Context: an optimization exercise on an open-source flow, tuned for small area, a short achievable clock period and few clock cycles. The choices shown serve that exercise and are no tape-out recipe. In this exercise RTL edits were held to simulation tests only and were not proved equivalent to the original. No activity file was given, so power comes from the tool's default toggle rates. No driver is modelled on the clock port, so clocking that relies on it looks cheaper here than on a real chip.

$ cat flow/design.v
module kiri_tx_encoder (
    input  wire       clk,
    input  wire       rst,           
    input  wire       start,
    output wire       start_ready,
    input  wire [7:0] dst,
    input  wire [7:0] src,
    input  wire [8:0] len,           
    input  wire       in_valid,
    output wire       in_ready,
    input  wire [7:0] in_data,
    output wire       out_valid,
    input  wire       out_ready,
    output wire [7:0] out_data
);
    localparam [2:0] Q_IDLE  = 3'd0,    
                     Q_DST   = 3'd1,
                     Q_SRC   = 3'd2,
                     Q_PAY   = 3'd3,
                     Q_CRCH  = 3'd4,
                     Q_CRCL  = 3'd5,
                     Q_DELIM = 3'd6;
    function [15:0] crc16_byte;
        input [15:0] crc_in;
        input [7:0]  b;
        reg   [15:0] c;
        integer      i;
        begin
            c = crc_in ^ {b, 8'h00};
            for (i = 0; i < 8; i = i + 1)
                c = c[15] ? ((c << 1) ^ 16'h1021) : (c << 1);
            crc16_byte = c;
        end
    endfunction
    reg  [9*255-1:0] ring;           
    wire [8:0]       s0 = ring[8:0];
    reg  [7:0] hoff;                 
    reg  [7:0] toff;                 
    reg  [7:0] ooff;                 
    reg        open;                 
    reg        emp;                  
    reg        full;                 
    reg        h_at0;                
    reg        t_at0;                
    reg        o_at0;                
    wire [255:0] zv;
    genvar g;
    generate
        for (g = 0; g < 256; g = g + 1) begin : zbits
            if (g >= 1 && g <= 254)
                assign zv[g] = ring[9*g + 8];
            else if (g == 255)
                assign zv[g] = 1'b1;     
            else
                assign zv[g] = 1'b0;
        end
    endgenerate
    function [8:0] first_one;        
        input [255:0] v;
        reg   [255:0] f;             
        reg   [127:0] a1; reg [127:0] i1;
        reg   [63:0]  a2; reg [127:0] i2;
        reg   [31:0]  a3; reg [95:0]  i3;
        reg   [15:0]  a4; reg [63:0]  i4;
        reg   [7:0]   a5; reg [39:0]  i5;
        reg   [3:0]   a6; reg [23:0]  i6;
        reg   [1:0]   a7; reg [13:0]  i7;
        reg           a8; reg [7:0]   i8;
        integer n;
        begin
            for (n = 0; n < 128; n = n + 1) begin
                a1[n] = v[2*n] | v[2*n+1];
                i1[n] = ~v[2*n];
            end
            for (n = 0; n < 64; n = n + 1) begin
                a2[n] = a1[2*n] | a1[2*n+1];
                i2[2*n +: 2] = a1[2*n] ? {1'b0, i1[2*n]} : {1'b1, i1[2*n+1]};
            end
            for (n = 0; n < 32; n = n + 1) begin
                a3[n] = a2[2*n] | a2[2*n+1];
                i3[3*n +: 3] = a2[2*n] ? {1'b0, i2[4*n +: 2]} : {1'b1, i2[4*n+2 +: 2]};
            end
            for (n = 0; n < 16; n = n + 1) begin
                a4[n] = a3[2*n] | a3[2*n+1];
                i4[4*n +: 4] = a3[2*n] ? {1'b0, i3[6*n +: 3]} : {1'b1, i3[6*n+3 +: 3]};
            end
            for (n = 0; n < 8; n = n + 1) begin
                a5[n] = a4[2*n] | a4[2*n+1];
                i5[5*n +: 5] = a4[2*n] ? {1'b0, i4[8*n +: 4]} : {1'b1, i4[8*n+4 +: 4]};
            end
            for (n = 0; n < 4; n = n + 1) begin
                a6[n] = a5[2*n] | a5[2*n+1];
                i6[6*n +: 6] = a5[2*n] ? {1'b0, i5[10*n +: 5]} : {1'b1, i5[10*n+5 +: 5]};
            end
            for (n = 0; n < 2; n = n + 1) begin
                a7[n] = a6[2*n] | a6[2*n+1];
                i7[7*n +: 7] = a6[2*n] ? {1'b0, i6[12*n +: 6]} : {1'b1, i6[12*n+6 +: 6]};
            end
            a8 = a7[0] | a7[1];
            i8 = a7[0] ? {1'b0, i7[6:0]} : {1'b1, i7[13:7]};
            first_one = {a8, i8};
        end
    endfunction
    wire [8:0] fo   = first_one(zv);
    wire [7:0] code = fo[7:0];
    reg        ov;                   
    reg        ov_n;                 
    reg  [7:0] od;                   
    reg  [7:0] od_n;                 
    reg        sv;                   
    reg  [7:0] sd;
    wire rd       = h_at0 && !emp && !sv && !(s0[8] && !s0[0] && o_at0);
    wire adv      = ov_n || out_ready;   
    wire [7:0] rd_byte = !s0[8] ? s0[7:0] : (s0[0] ? 8'h00 : code);
    assign out_valid = ov;
    assign out_data  = od;
    reg  [2:0] q;                    
    reg  [8:0] owe;                  
    reg  [15:0] crc;
    reg  [7:0] run;                  
    reg        split;                
    reg  [1:0] hc;                   
    reg  [7:0] h0, h1;               
    reg        in_rdy;               
    reg        srdy;                 
    reg        in_rdy_n;             
    reg        srdy_n;
    assign start_ready = srdy;
    assign in_ready    = in_rdy;
    wire req  = start && !srdy_n;
    wire take = in_valid && !in_rdy_n;
    wire fifo_q = (q == Q_DST || q == Q_SRC || q == Q_PAY);
    reg        have;                 
    reg  [7:0] raw;                  
    always @* begin
        have = 1'b1;
        raw  = h0;
        case (q)
            Q_IDLE:  have = (hc != 2'd0);
            Q_DST, Q_SRC, Q_PAY:
                     have = (hc != 2'd0);
            Q_CRCH:  raw  = crc[15:8];
            Q_CRCL:  raw  = crc[7:0];
            default: raw  = h0;
        endcase
        if (split) have = 1'b1;
    end
    wire tail_here = t_at0 && (!full || rd);
    wire ins       = tail_here && have;
    wire is_raw    = !split && (fifo_q || q == Q_CRCH || q == Q_CRCL);
    wire raw_zero  = (raw == 8'h00);
    wire       n_bound = !(is_raw && !raw_zero);            
    wire       n_delim = !split && (q == Q_DELIM);
    wire       n_open  = n_bound && !n_delim;               
    wire [8:0] n_slot  = n_bound ? {1'b1, 7'd0, n_delim} : {1'b0, raw};
    wire pop = ins && !split && fifo_q;
    wire [1:0] hc_n = req ? 2'd2 : hc + {1'b0, take} - {1'b0, pop};
    wire [8:0] owe_n = take ? owe - 9'd1 : (req ? len : owe);
    wire split_n = ins ? (!n_bound && !split && (run == 8'd253)) : split;
    wire n_close = ins && (n_bound || split_n);          
    reg  [2:0] q_n;
    always @* begin
        q_n = q;
        if (ins && !split) begin
            case (q)
                Q_IDLE:  q_n = Q_DST;
                Q_DST:   q_n = Q_SRC;
                Q_SRC, Q_PAY:
                         q_n = (owe == 9'd0 && hc == 2'd1) ? Q_CRCH : Q_PAY;
                Q_CRCH:  q_n = Q_CRCL;
                Q_CRCL:  q_n = Q_DELIM;
                default: q_n = Q_IDLE;
            endcase
        end
    end
    wire pay_q_n   = (q_n == Q_DST || q_n == Q_SRC || q_n == Q_PAY);
    wire ir_take   = (owe != 9'd1) && !(hc == 2'd1 && !pop) && !(hc == 2'd2 && pop);
    wire ir_none   = (owe != 9'd0) && !(hc == 2'd2 && !pop) && !(hc == 2'd3 && pop);
    wire sr_take   = (hc == 2'd3 && !pop) || (hc == 2'd0 && pop);
    wire sr_none   = (hc == 2'd0 && !pop) || (hc == 2'd1 && pop);
    wire in_rdy_nx = !req && (take ? ir_take : ir_none);
    wire srdy_nx   = !req && (take ? sr_take : sr_none) && !pay_q_n;
    always @(posedge clk) begin
        ring <= {ins ? n_slot : s0, ring[9*255-1:9]};
    end
    always @(posedge clk) begin
        if (req) begin
            h0 <= dst;
            h1 <= src;
        end else if (pop) begin
            h0 <= (hc == 2'd2) ? h1 : in_data;
            if (hc == 2'd2) h1 <= in_data;
        end else if (take) begin
            if (hc == 2'd0) h0 <= in_data;
            else            h1 <= in_data;
        end
        if (ins && !split) begin
            if (q == Q_DST)
                crc <= crc16_byte(16'hFFFF, raw);
            else if (q == Q_SRC || q == Q_PAY)
                crc <= crc16_byte(crc, raw);
        end
        od <= adv ? (sv ? sd : rd_byte) : ~od_n;
        if (adv) od_n <= ~(sv ? sd : rd_byte);
        if (rd && !adv) sd <= rd_byte;
    end
    always @(posedge clk) begin
        if (rst) begin
            hoff   <= 8'd0;
            toff   <= 8'd0;
            ooff   <= 8'd0;
            open   <= 1'b0;
            emp    <= 1'b1;
            full   <= 1'b0;
            h_at0  <= 1'b1;
            t_at0  <= 1'b1;
            o_at0  <= 1'b0;
            ov     <= 1'b0;
            ov_n   <= 1'b1;
            sv     <= 1'b0;
            q      <= Q_IDLE;
            owe    <= 9'd0;
            run    <= 8'd0;
            split  <= 1'b0;
            hc     <= 2'd0;
            in_rdy <= 1'b0;
            srdy   <= 1'b1;
            in_rdy_n <= 1'b1;
            srdy_n   <= 1'b0;
        end else begin
            hoff  <= emp ? (ins ? 8'd254 : 8'd0) :
                     rd ? 8'd0 : (h_at0 ? 8'd254 : hoff - 8'd1);
            h_at0 <= emp ? !ins : (rd || hoff == 8'd1);
            toff  <= (ins || emp) ? 8'd0 : (t_at0 ? 8'd254 : toff - 8'd1);
            t_at0 <= ins || emp || (toff == 8'd1);
            ooff  <= (ins && n_open) ? 8'd254 :
                     (ooff == 8'd0) ? 8'd254 : ooff - 8'd1;
            o_at0 <= n_close ? 1'b0 : (open && ooff == 8'd1);
            if (n_close) open <= ins && n_open;
            if (ins && !rd) begin
                emp  <= 1'b0;
                full <= !emp && (hoff == 8'd1);
            end else if (rd && !ins) begin
                emp  <= (toff == 8'd1);
                full <= 1'b0;
            end
            ov <= adv ? (sv || rd) : !ov_n;
            if (adv) begin
                ov_n <= !(sv || rd);
                sv   <= 1'b0;
            end else if (rd) begin
                sv <= 1'b1;
            end
            q      <= q_n;
            owe    <= owe_n;
            hc     <= hc_n;
            split  <= split_n;
            if (ins) run <= (n_bound || split) ? 8'd0 : run + 8'd1;
            in_rdy   <= in_rdy_nx;
            in_rdy_n <= !in_rdy_nx;
            srdy     <= srdy_nx;
            srdy_n   <= !srdy_nx;
        end
    end
endmodule
$ cat flow/flow/run.sh
#!/bin/bash
# Own layout flow: the standard ORFS flow (standard.sh), with the standard
# synthesis run unchanged, then the layout steps run with our own port-buffer
# cell, clock-tree settings and a tighter setup target for timing repair.
# After global placement and resizing, each output port's buffer and the
# flip-flop that alone drives it are moved next to the port's pin
# (move_io.tcl); detailed placement then legalizes them.
# Each tool run's full output goes to its own log file in the work folder.
set -euo pipefail
cd "$(dirname "$0")/.."
export RES="$(pwd)/orfs/results/${FLOW_PLATFORM:-sky130hd}/kiri_tx_encoder/base"

KNOBS=(
  "BUFFER_PORTS_ARGS=-buffer_cell sky130_fd_sc_hd__buf_2"
  "CTS_ARGS=-sink_clustering_enable -repair_clock_nets -sink_clustering_size 32 -sink_clustering_max_diameter 80 -dont_use_dummy_load -buf_list sky130_fd_sc_hd__clkbuf_16"
  "SETUP_SLACK_MARGIN=8.5"
  "PLACE_PINS_ARGS=-group_pins {out_ready out_valid out_data[0] out_data[1] out_data[2] out_data[3] out_data[4] out_data[5] out_data[6] out_data[7]}"
)

bash standard.sh synth > make_synth.log 2>&1
bash standard.sh "${KNOBS[@]}" 3_4_place_resized > make_place.log 2>&1
openroad -no_init -exit flow/move_io.tcl > move_io.log 2>&1
bash standard.sh "${KNOBS[@]}" finish > make_layout.log 2>&1
$ cat flow/flow/move_io.tcl
# Move each output port's buffer, and the flip-flop that alone drives it, to
# the core's edge next to the port's pin; detailed placement legalizes them.
set res $::env(RES)
read_db $res/3_4_place_resized.odb
set block [ord::get_db_block]
set core [$block getCoreArea]
set cx0 [$core xMin]; set cy0 [$core yMin]; set cx1 [$core xMax]; set cy1 [$core yMax]
set step 2720
proc clamp {v lo hi} { expr {$v < $lo ? $lo : ($v > $hi ? $hi : $v)} }
foreach bt [$block getBTerms] {
  if {[$bt getIoType] ne "OUTPUT"} { continue }
  set net [$bt getNet]
  set buf ""
  foreach it [$net getITerms] { if {[$it isOutputSignal]} { set buf [$it getInst] } }
  if {$buf eq ""} { continue }
  set inet [[$buf findITerm A] getNet]
  set ff ""
  set others {}
  foreach it [$inet getITerms] {
    if {[$it isOutputSignal]} { set ff [$it getInst] } elseif {[$it getInst] ne $buf} { lappend others [$it getInst] }
  }
  # the flip-flop moves only if its output feeds nothing but the buffer and
  # the gates of its own hold path (cells that drive its D pin)
  set movable [expr {$ff ne "" && [string match "*df*" [[$ff getMaster] getName]]}]
  if {$movable} {
    set dnet [[$ff findITerm D] getNet]
    foreach o $others {
      set drives 0
      foreach oit [$o getITerms] {
        if {[$oit isOutputSignal] && [$oit getNet] eq $dnet} { set drives 1 }
      }
      if {!$drives} { set movable 0 }
    }
  }
  set bb [$bt getBBox]
  set px [expr {([$bb xMin] + [$bb xMax]) / 2}]
  set py [expr {([$bb yMin] + [$bb yMax]) / 2}]
  # a point just inside the core, nearest the pin, and one step further in
  set bx [clamp $px $cx0 [expr {$cx1 - 10000}]]
  set by [clamp $py $cy0 [expr {$cy1 - $step}]]
  set fx $bx; set fy $by
  if {$px <= $cx0} { set fx [expr {$bx + 6000}] } elseif {$px >= $cx1} { set bx [expr {$cx1 - 6000}]; set fx [expr {$cx1 - 16000}] }
  if {$py <= $cy0} { set fy [expr {$by + $step}] } elseif {$py >= $cy1} { set by [expr {$cy1 - $step}]; set fy [expr {$cy1 - 2 * $step}] }
  $buf setLocation $bx $by
  puts "moved [$buf getName] to $bx $by for [$bt getName]"
  if {$movable} {
    $ff setLocation $fx $fy
    puts "moved [$ff getName] to $fx $fy"
  }
}
write_db $res/3_4_place_resized.odb
$ cat flow/standard.sh
#!/bin/bash
# synth_recipe.tcl (not shown) runs the flow's synth.tcl, then flattens the netlist and writes it again
# the make line also repeats each setting of config.mk as NAME=value (left out here)
make -C /OpenROAD-flow-scripts/flow DESIGN_CONFIG=/design/flow/config.mk WORK_HOME=/design/flow/orfs CLKGATE_MAP_FILE= SYNTH_SCRIPT=/design/flow/synth_recipe.tcl "${@:-finish}"
$ cat flow/config.mk
export PLATFORM = sky130hd
export DESIGN_NAME = kiri_tx_encoder
export DESIGN_NICKNAME = kiri_tx_encoder
export VERILOG_FILES = /design/flow/design.v
export SDC_FILE = /design/flow/constraint.sdc
export NUM_CORES = 4
export LEC_CHECK = 0
export CAP_MARGIN = 20
export CORE_MARGIN = 2
export CORE_UTILIZATION = 60
export PLACE_DENSITY = 0.7
export SLEW_MARGIN = 20
$ cat flow/constraint.sdc
create_clock -name core_clock -period 12.0 [get_ports {clk}]
set_input_delay 2.4000 -clock core_clock [delete_from_list [all_inputs] [get_ports {clk}]]
set_output_delay 2.4000 -clock core_clock [all_outputs]
set_load 0.01 [all_outputs]
==> flow_metrics.py, run 1 <==
metrics = {
    "synthesis": {
        "netlist_area_um2": 54600,
        "async_reset_ff_share_pct": 0,
        "ys_ff_latch": 2411,
        "synth_top_cell_area_share_pct": 86.7,
        "synth_area_leaders": "dfxtp_1, edfxtp_1, a21oi_1",
        "syn_nets": 3451,
        "ys.flop_type": "dfxtp_1",
        "synth.avg_cell_area_um2": 16.1,
        "yosys_warnings": 1,
        "syn_inst": 3398,
        "synth_cell_type_count": 83,
        "ys_seq_area_share_pct": 89.3,
        "synth.largest_area_cell": "dfxtp_1",
        "synth_edf_count": 48,
    },
    "cells_and_area": {
        "drive_above_1_share_pct": 5.24,
        "multi_input_comb_area_um2": 5510,
        "areaGrowthSynthToFinish_pct": 7.19,
        "final_nets": 3564,
        "diodes": 0,
        "fin_cells": 4685,
        "fill_cells": 6328,
        "utilization_pct": 64.9,
        "regArea_um2": 48800,
    },
    "sta": {
        "fmax_ghz": 0.285,
        "period_needed_ns": 3.51,
        "fin_tns_setup_ns": 0,
        "tightest_slew_ns": 0.947,
        "rsz0062_at_grt": "yes",
        "hold_viol": 0,
        "setup_violations": 0,
        "period_share_pct": 29.2,
        "skew_ns": 0.0475,
        "max-slew-margin-rel_pct": 36.7,
        "slew_viol_final": 0,
    },
    "run_status": {
        "status": "complete, no violations",
    },
    "route": {
        "avgViaCountPerCell": 4.64,
        "postRouteAntennaNets": 0,
        "drc": 0,
        "dr.pass1.iters": 5,
        "vias": 21717,
        "wl_per_cell_um": 13.5,
        "drt-total-wl_um": 63100,
        "drt_iter0_drc": 1140,
    },
    "cts": {
        "htreeDepth": 3,
        "ctsLongestPathBuffers": 3,
        "cts_tree": "yes",
        "insertion_delay_ns": 0.67,
        "numCtsBuffers": 86,
        "hold_buffers": 0,
        "ctsRootBufferMaster": "clkbuf_16",
        "clk_pin_slew_worst_paths_ns": 0.11,
        "clock-sinks": 2411,
    },
    "worst_setup_path": {
        "crit_slowest_cell": "dfxtp_2",
        "criticalPathCategory": "flip-flop to output port",
        "crit_path_end_kind": "output port",
        "crit_arrival_ns": 1.11,
        "critical_path_buf_inv_count": 1,
        "critPathTopFamily": "flip-flops",
        "start_kind": "flip-flop",
        "worstPathCellList": "buf_6",
        "required_ns": 9.60,
        "cpPeakStageDelay_ns": 0.34,
        "critPathMaxFanout": 1,
    },
    "placement": {
        "placed_cells": 4598,
        "hpwl_um": 36100,
        "port_buffers": 48,
        "place.gp.congestion": 0.804,
    },
    "die": {
        "die_x_um": 306,
        "dieArea_um2": 93400,
        "core_area_um2": 90100,
        "initial_core_util_pct": 60.6,
        "die_h_um": 306,
        "io_pins": 49,
        "fp-row-count": 110,
    },
    "global_routing": {
        "grt_max_degree": 39,
        "grt_pass1_wl_um": 104000,
        "met2_usage_pct": 18.1,
        "use_met1_pct": 22.2,
        "antenna_found_initial": 10,
        "grt_use_total_pct": 13.6,
        "grt_pass1_vias": 20410,
        "grt-ovfl-total": 0,
        "grt_use_met3_pct": 2.79,
        "grt_busiest_layer": "met1",
    },
    "pwr": {
        "total_power_w": 0.0128,
        "p_per_area_nw_per_um2": 219,
        "cellLeakagePower_nw": 22.7,
        "ir_worst_vdd_mv": 0.152,
    },
    "worst_hold_path": {
        "hp-class": "flip-flop to flip-flop",
    },
    "flow_run": {
        "maxCapViolations": 0,
    },
}
cell families (layout without fill, tap and decap cells):
logic type	Yosys count	after routing	synth area share [%]
flip-flops	2411	2411	89.3
AND/OR/NAND/NOR	452	452	4.23
AO/OA/AOI/OAI	315	315	3.71
buffers and inverters	109	220	0.772
XOR/XNOR	61	61	0.979
multiplexers	35	35	0.660
adder cells (fa/ha/maj)	15	15	0.344
synthesized netlist by cell type, types with 4 or more instances:
| cell | number |
|---|---|
| nor2_1 | 128 |
| ha_1 | 15 |
| and2_1 | 6 |
| o21ai_0 | 71 |
| a221oi_1 | 8 |
| edfxtp_1 | 48 |
| mux2_2 | 8 |
| a211oi_1 | 12 |
| nor4_1 | 58 |
| a2111oi_0 | 6 |
| nand4_1 | 11 |
| a21o_1 | 5 |
| xor2_1 | 26 |
| and3_1 | 4 |
| nor3_1 | 33 |
| nor2b_1 | 23 |
| nand3_1 | 21 |
| nand2b_1 | 17 |
| o211ai_1 | 6 |
| dfxtp_1 | 2363 |
| nand2_1 | 95 |
| xnor2_1 | 35 |
| o31ai_1 | 26 |
| a21oi_1 | 104 |
| o31a_1 | 5 |
| mux2i_1 | 27 |
| or3_1 | 6 |
| a31oi_1 | 9 |
| nor3b_1 | 6 |
| o21bai_1 | 13 |
| clkbuf_1 | 18 |
| inv_1 | 80 |
| or4_1 | 22 |
| o311ai_0 | 6 |
where the power goes:
| part | internal, W | leakage, nW | switching (W) |
|---|---|---|---|
| logic | 0.000275 | 2.12 | 0.000361 |
| clock network | 0.00130 | 1.06 | 0.00209 |
| registers | 0.00857 | 19.6 | 0.000223 |
| total | 0.0101 | 22.7 | 0.00268 |
layer usage:
layer	up-vias	part of all wire, %
li1	11253	-
met1	10066	57
met2	280	37
met3	118	3.8
met4	0	2.6
met5	-	0
cell usage in the layout, fill, tap and decap left out, types with 12 or more instances in the layout:
cell type / Yosys / layout
o31ai_1: 26 / 26
o21ai_0: 71 / 70
nand2b_1: 17 / 17
mux2i_1: 27 / 27
ha_1: 15 / 13
inv_1: 80 / 79
nand2_1: 95 / 94
o21bai_1: 13 / 13
xor2_1: 26 / 26
a211oi_1: 12 / 12
a21oi_1: 104 / 103
nor3_1: 33 / 33
buf_2: 3 / 41
nor2b_1: 23 / 21
nor2_1: 128 / 126
dfxtp_1: 2363 / 2355
clkbuf_16: 0 / 86
or4_1: 22 / 21
edfxtp_1: 48 / 48
xnor2_1: 35 / 35
nor4_1: 58 / 58
nand3_1: 21 / 21
state kept, by name (all words and copies together), names as in the netlist, 2 cells and up:
register  count
crc          16
sd            8
ring       2295
hc            2
ooff          8
owe           9
od_n          8
od            8
hoff          8
h0            8
toff          8
h1            8
run           8
q             3
worst paths after layout:
| path | startpoint | end | slack (ns) | cells after the start |
|---|---|---|---|---|
| setup reg to reg | ring[8] | hc[1] | 8.69 | 12 |
| hold reg to reg | ring[477] | ring[468] | 0.29 | 0 |
| setup / recovery | od[1] | out_data[1] | 8.49 | 1 |
| hold / removal | ring[477] | ring[468] | 0.29 | 0 |
metrics by stage:
step                setup WS [ns]  hold WS [ns]  instance area [µm²]
global route                 8.43         0.291                58500
CTS                          8.43         0.292                58400
floorplan                    8.40         0.310                54600
global placement             7.94         0.310                56300
finish                       8.49         0.292                58500
detailed placement           7.87         0.312                56300
timing repair:
action,CTS,global route
setup endpoints to repair,24,39
setup buffers,0,1
pin swaps,0,3
gates resized for setup,10,13
cell type report:
type,count,area share [%]
clock buffer,86,3.68
timing repair buffer,50,0.511
inverter,84,0.547
tap,1176,2.51
sequential,2411,83.3
multi-input combinational,878,9.42
Testbench counts, summed over its fixed seeds: cycles 24,986.
==> run 2: changes to the inputs <==
--- a/flow/config.mk
+++ b/flow/config.mk
@@ -8,5 +8,5 @@
 export CAP_MARGIN = 20
 export CORE_MARGIN = 2
-export CORE_UTILIZATION = 60
-export PLACE_DENSITY = 0.7
+export CORE_UTILIZATION = 65
+export PLACE_DENSITY = 0.75
 export SLEW_MARGIN = 20
==> run 2 against run 1 <==
  * Worst setup slack gained 0.014 ns
  * Global-route usage grew 3.0 points
  * Combinational power grew 3.8%
  * Wire length grew 13%
  * Sequential power is essentially flat
  * Still clean
==> flow_metrics.py, run 2 <==
metrics = {
    "global_routing": {
        "grt_max_degree": 39,
        "grt_busiest_layer": "met2",
        "met2_usage_pct": 25.9,
        "use_met1_pct": 24.4,
        "grt_pass1_wl_um": 117000,
        "grt_use_total_pct": 16.6,
        "grt_use_met3_pct": 2.32,
        "grt-ovfl-total": 0,
        "grt_pass1_vias": 22633,
        "antenna_found_initial": 0,
    },
    "synthesis": {
        "synth_edf_count": 48,
        "yosys.cell_count.top_type": "dfxtp_1",
        "ys.flop_type": "dfxtp_1",
        "yosys_warnings": 1,
        "synth_cell_type_count": 83,
        "netlist_top_cells_count": "dfxtp_1, nor2_1, a21oi_1, nand2_1, inv_1",
        "syn_inst": 3398,
        "synth.largest_area_cell": "dfxtp_1",
        "synth_top_cell_area_share_pct": 86.7,
        "syn_nets": 3451,
        "netlist_area_um2": 54600,
        "synth_area_leaders": "dfxtp_1, edfxtp_1, a21oi_1",
        "synth.avg_cell_area_um2": 16.1,
        "async_reset_ff_share_pct": 0,
        "ys_seq_area_share_pct": 89.3,
        "ys_ff_latch": 2411,
    },
    "die": {
        "die_h_um": 294,
        "initial_core_util_pct": 65.4,
        "dieArea_um2": 86300,
        "fp-row-count": 106,
        "io_pins": 49,
        "die_x_um": 294,
        "core_area_um2": 83400,
    },
    "worst_setup_path": {
        "crit_path_end_kind": "output port",
        "criticalPathCategory": "flip-flop to output port",
        "critical_path_buf_inv_count": 1,
        "crit_arrival_ns": 1.10,
        "cpPeakStageDelay_ns": 0.33,
        "start_kind": "flip-flop",
        "rr_startpoint": "ring[584]",
        "cp-startpoint": "od[6]",
        "required_ns": 9.60,
        "crit_slowest_cell": "dfxtp_1",
        "worstPathCellList": "buf_2",
        "critPathMaxFanout": 1,
        "critPathTopFamily": "flip-flops",
    },
    "cts": {
        "clk_pin_slew_worst_paths_ns": 0.11,
        "numCtsBuffers": 86,
        "hold_buffers": 0,
        "insertion_delay_ns": 0.68,
        "ctsLongestPathBuffers": 3,
        "clock-sinks": 2411,
        "cts_tree": "yes",
        "htreeDepth": 3,
        "ctsRootBufferMaster": "clkbuf_16",
    },
    "run_status": {
        "status": "complete, no violations",
    },
    "cells_and_area": {
        "largest_reg_flops": 2295,
        "diodes": 0,
        "areaGrowthSynthToFinish_pct": 7.04,
        "fin_area_um2": 58400,
        "fill_cells": 5251,
        "layout_commonest_cell": "dfxtp_1",
        "largestRegisters": "ring x2295, crc x16, owe x9",
        "drive_above_1_share_pct": 5.38,
        "mostFrequentLayoutCells": "dfxtp_1, nor2_1, a21oi_1",
        "final_nets": 3568,
        "regMostFlops": "ring",
    },
    "sta": {
        "skew_ns": 0.0783,
        "slew_viol_final": 0,
        "period_share_pct": 29.1,
        "rsz0062_at_grt": "yes",
        "setup_violations": 0,
        "holdWs_ns": 0.292,
        "fin_tns_setup_ns": 0,
        "period_needed_ns": 3.50,
        "tightest_slew_ns": 1.05,
        "max-slew-margin-rel_pct": 29.8,
        "hold_viol": 0,
        "fmax_ghz": 0.286,
    },
    "worst_hold_path": {
        "hp-class": "flip-flop to flip-flop",
        "worstHoldStart": "ring[406]",
    },
    "placement": {
        "hpwl_um": 41500,
        "dpl_cell_area_um2": 56100,
        "place.gp.congestion": 0.842,
        "port_buffers": 48,
    },
    "route": {
        "drt_iter0_drc": 1053,
        "avgViaCountPerCell": 4.83,
        "dr.pass1.iters": 6,
        "drt-total-wl_um": 71200,
        "drc": 0,
        "wl_per_cell_um": 15.5,
        "postRouteAntennaNets": 0,
        "vias": 22193,
    },
    "pwr": {
        "ir_worst_vdd_mv": 0.149,
        "pwr-share-seq_pct": 68.4,
        "total_power_w": 0.0129,
        "p_per_area_nw_per_um2": 220,
        "power.internal_w": 0.0102,
        "comb_power_share_pct": 5.1,
        "sw_frac_of_total_pct": 21.1,
        "clkPwrFrac_pct": 26.5,
        "p_switching_w": 0.00272,
        "cellLeakagePower_nw": 22.8,
    },
    "flow_run": {
        "maxCapViolations": 0,
    },
}
## run 2: cell counts after synthesis
Identical to the previous run, type by type.
## run 2: worst paths after layout
kind | end | slack (ns) | depth (start not counted)
min reg2reg | ring[397] | 0.29 | 0
min | ring[397] | 0.29 | 0
max reg2reg | od[0] | 8.61 | 9
max | out_data[6] | 8.50 | 1
## run 2: power groups by stage
stage	combinational (W)	sequential [W]	clock [W]
after floorplan	0.000516	0.00888	0
after global placement	0.000604	0.00896	0
after detailed placement	0.000639	0.00898	0
after CTS	0.000649	0.00881	0.00350
after global routing	0.000739	0.00886	0.00375
final	0.000660	0.00880	0.00341
## run 2: metal layers
layer | vias up | wire (µm) | share of wire [%]
met2 | 333 | 31100 | 44
met4 | 0 | 1960 | 2.8
met1 | 10474 | 35700 | 50
met5 | - | 0 | 0
met3 | 136 | 2390 | 3.4
li1 | 11250 | - | -
## run 2: per-stage QoR
stage               std cells  util [%]  setup slack (ns)
floorplan                3398         -              8.40
global placement         4502      67.3              8.05
detailed placement       4502      67.3              7.89
CTS                      4588      69.9              8.45
global route             4593      70.0              8.45
finish                   4593      70.0              8.50
## run 2: cell families (layout without fill, tap and decap cells)
group	count (synthesis)	count (layout)	share of synthesized area, %
AOI/OAI and AO/OA	315	315	3.71
xor gates and xnor gates	61	61	0.979
adders and majority gates	15	15	0.344
buffers and inverters	109	224	0.772
DFF	2411	2411	89.3
muxes	35	35	0.660
and+or+nand+nor	452	452	4.23
## run 2: cell type report
| class | count | area, µm² | share of cell area (%) |
|---|---|---|---|
| clock buffers | 86 | 2150 | 3.68 |
| repair buffers | 54 | 335 | 0.574 |
| flip-flops and latches | 2411 | 48800 | 83.4 |
| inverters | 84 | 320 | 0.548 |
| multi-input cells | 878 | 5520 | 9.44 |
| well taps | 1080 | 1350 | 2.31 |
## run 2: repair_timing
| item | in CTS | in global routing |
|---|---|---|
| setup endpoints to repair | 20 | 33 |
| pin swaps | 1 | 2 |
| hold endpoints to repair | 0 | 0 |
| resized for setup | 7 | 16 |
| setup buffers | 0 | 5 |

-- what the ideal ports hide --
In the flow no input, the clock included, has a driving cell. The finished layouts below were timed again as built, in two steps. Step 1, drivers: a clkbuf_16 drives clk and a buf_2 each remaining input, both assumed. Step 2 also shifts input and output timing later by t, the mid clock arrival at the registers, as if the neighbouring blocks saw the same clock. Three values: ideal, step 1, step 2; two values: the first two.
| run | t (ns) | slack for setup (ns) | latest minus earliest clock arrival (ns) |
|---|---|---|---|
| run 1 | 0.712 | 8.491 / 8.425 / 8.006 | 0.053 / 0.052 |
| run 2 | 0.703 | 8.505 / 8.441 / 7.972 | 0.079 / 0.079 |
After both steps setup and hold are still met in every run listed. For run 2, which loses most, drivers alone change the setup slack by -0.064 ns; drivers and shift together by -0.533 ns.
